This is an optimization exercise on Yosys and OpenROAD, whose aim is small area, a short achievable clock period and few clock cycles, not a production implementation. The RTL was checked by simulation tests, not by an equivalence proof against the original design. No activity file was given, so power comes from the tool's default toggle rates.

Setup of before:
Design musicbytes_synth, start of the top module:
module musicbytes_synth (
    input  wire        clk,
    input  wire        rst,
    input  wire        note_valid,
    output wire        note_ready,
    input  wire [7:0]  note_tempo,
    input  wire [3:0]  note_dur,
    input  wire [7:0]  note_vol,
    input  wire [21:0] note_freq,
    output wire        out_valid,
    input  wire        out_ready,
    output wire [15:0] out_sample
);
Settings: LEC_CHECK=0, ABC_AREA=1, CAP_MARGIN=20, CORE_MARGIN=2, CORE_UTILIZATION=45, SLEW_MARGIN=20, SYNTH_MEMORY_MAX_BITS=16384; clock period 12.0 ns.
standard.sh (not shown) runs the stock make flow with config.mk's settings and CLKGATE_MAP_FILE= SYNTH_SCRIPT=/design/flow/synth_recipe.tcl, a recipe that flattens the netlist after the stock synthesis.
==> flow/flow/run.sh <==
#!/bin/bash
# The standard layout (the standard.sh: standard synthesis, floorplan, place, CTS,
# route, finish) with two changes to how it is made:
#  - the setup repair steps are asked to keep 8.5 ns of slack at the design's 12 ns clock,
#    so that they size up the longest paths;
#  - the port buffers that placement inserts on every input and output are buf_2 cells.
# The constraints (constraint.sdc, clock period 12 ns) are unchanged.
# make's full output goes to flow_make.log here; each ORFS step logs under orfs/logs.
set -euo pipefail
bash standard.sh SETUP_SLACK_MARGIN=8.5 "BUFFER_PORTS_ARGS=-buffer_cell sky130_fd_sc_hd__buf_2" finish > flow_make.log 2>&1
Testbench counts of before, summed over its fixed seeds: cycles 1,809,113.
[inputs] after vs before
Settings: CORE_UTILIZATION now 30, was 45.
Notes after the runs:
Looking at the reports, after completed the entire flow and the layout it produced met the timing, DRC and antenna checks.
| total power after layout | after vs before | better |
Wire length of the first global-routing pass across before and after: no real change.
after vs. before: total number of H-tree levels roughly the same; total wire length moved down; share of the synthesized netlist area taken by xor and xnor gates essentially unchanged; inserted tap cell count higher; multi-input logic cell count flat.

Another version of the RTL of musicbytes_synth (not shown whole).
Size: about 3100 cells after synthesis, ~64 I/O pins, about 0.021 sq mm of cells after synthesis.
// musicbytes_synth
module musicbytes_synth (
    input  wire        clk,
    input  wire        rst,
    input  wire        note_valid,
    output wire        note_ready,
    input  wire [7:0]  note_tempo,
    input  wire [3:0]  note_dur,
    input  wire [7:0]  note_vol,
    input  wire [21:0] note_freq,
    output wire        out_valid,
    input  wire        out_ready,
    output wire [15:0] out_sample
);
    localparam [2:0] S_IDLE  = 3'd0,    
                     S_PREP  = 3'd1,    
                     S_DIV1A = 3'd2,    
                     S_DIV1B = 3'd3,    
                     S_DIV2  = 3'd4,    
                     S_LAST  = 3'd5,    
                     S_RUN   = 3'd6;    
    localparam [17:0] X_BASE = 18'd165375;
    reg [2:0]  state;
    reg [4:0]  k;
    reg [17:0] e;            
    reg [18:0] q;            
    reg [17:0] dreg;         
    reg [11:0] dph;
    reg [11:0] ph;
    reg        c;
    reg [17:0] cnt;          
    reg [7:0]  vol;
    reg [9:0]  addr;         
    reg        a10, sa, va;
    reg [14:0] mag;
    reg        sr, vr;
    reg [15:0] outq;
    reg        ov;
  ...
clock: 12.0 ns
lec_check: 0
abc_area: 1
cap_margin: 20
core_margin: 2
core_utilization: 30
slew_margin: 20
synth_memory_max_bits: 16384
run.sh (not shown) runs the stock make flow with config.mk's settings and CLKGATE_MAP_FILE= SYNTH_SCRIPT=/design/flow/synth_recipe.tcl, a recipe that flattens the netlist after the stock synthesis.
Stock flow here: none of the scripts above is used.
Testbench counts at the start, summed over its fixed seeds: cycles 1,809,057.
==> next run, changes <==
- ABC_AREA: 1 -> default
Result: Global-route usage drops by 4.9 points. Utilization drops by 0.30 points. Critical path depth drops by 2. Synthesized area climbs by 2.7%. Final area climbs by 1.3%. Routed wire length drops by 13%. Setup slack got worse by 0.25 ns. Final cell count drops by 6.8%. Flip-flop and latch count does not change. Non-clock buffer count climbs by 9. Maximum frequency drops by 4.3%.

musicbytes_synth, a different RTL version from the one above (not shown whole).
Size in the first run: about 200 flip-flops, roughly 64 I/O pins.
export LEC_CHECK = 0
export ABC_AREA = 1
export CAP_MARGIN = 20
export CORE_MARGIN = 2
export CORE_UTILIZATION = 30
export SLEW_MARGIN = 20
export SYNTH_MEMORY_MAX_BITS = 16384
create_clock -name core_clock -period 12.0 [get_ports {clk}]
standard.sh (not shown) runs the stock make flow with config.mk's settings and CLKGATE_MAP_FILE= SYNTH_SCRIPT=/design/flow/synth_recipe.tcl, a recipe that flattens the netlist after the stock synthesis.
==> flow/flow/run.sh <==
#!/bin/bash
set -euo pipefail
bash standard.sh SETUP_SLACK_MARGIN=8.5 finish > flow_make.log 2>&1
The starting point passed the timing, DRC and antenna checks.
Testbench counts at the start, summed over its fixed seeds: cycles 1,809,065.
Rerun with:
==> flow/flow/run.sh (replaced) <==
#!/bin/bash
# The standard layout (the standard.sh: standard synthesis, floorplan, place, CTS,
# route, finish) with two changes to how it is made:
#  - the setup repair steps are asked to keep 8.5 ns of slack at the design's 12 ns clock,
#    so that they size up the longest paths;
#  - the port buffers that placement inserts on every input and output are buf_2 cells.
# The constraints (constraint.sdc, clock period 12 ns) are unchanged.
# make's full output goes to flow_make.log here; each ORFS step logs under orfs/logs.
set -euo pipefail
bash standard.sh SETUP_SLACK_MARGIN=8.5 "BUFFER_PORTS_ARGS=-buffer_cell sky130_fd_sc_hd__buf_2" finish > flow_make.log 2>&1
What happened:
- total power came out lower slightly
- via count increases slightly
- cell area falls slightly
- hold slack improved by 8.2 ps
- global-route usage came out higher by 1.7 points
- synthesized area stays the same
- wire length goes up by a few percent
- die area is unchanged
- combinational power hardly moves
- worst setup slack gains 26 ps
- utilization came out lower by 0.54 points

## what the ideal ports hide
The results above use ideal ports. As a check the final layouts listed here were re-extracted and re-timed, cells and wires unchanged. Step 1 (the two cells are an assumption about what drives the block):
set clk [get_ports {clk}]
set_driving_cell -lib_cell sky130_fd_sc_hd__clkbuf_16 $clk
set_driving_cell -lib_cell sky130_fd_sc_hd__buf_2 [delete_from_list [all_inputs] $clk]
Step 2 adds t to the input delays and takes it off the output delays; t is the mean of the earliest and latest rising clock arrival at the registers after step 1. Input paths then give back, and output paths get back, about the clock's delay inside the block. a / b / c = ideal ports / drivers / drivers and shift; a / b = the first two.
run | t, ns | slack for setup (ns) | hold slack, ns
before | 0.553 | 8.327 / 8.327 / 8.049 | 0.437 / 0.437 / 0.437
after | 0.525 | 8.364 / 8.364 / 8.100 | 0.422 / 0.422 / 0.422
the first run of note 2 | 0.506 | 6.406 / 6.406 / 6.406 | 0.430 / 0.430 / 0.430
the second run of note 2 | 0.496 | 6.153 / 6.153 / 6.153 | 0.438 / 0.438 / 0.438
the first run of note 3 | 0.518 | 8.326 / 8.326 / 8.072 | 0.426 / 0.426 / 0.426
the second run of note 3 | 0.526 | 8.352 / 8.352 / 8.125 | 0.434 / 0.434 / 0.434
After both steps every run listed still meets setup and hold. The setup slack of before, which loses most, moves by 0.000 ns with the drivers and by -0.278 ns with both steps.
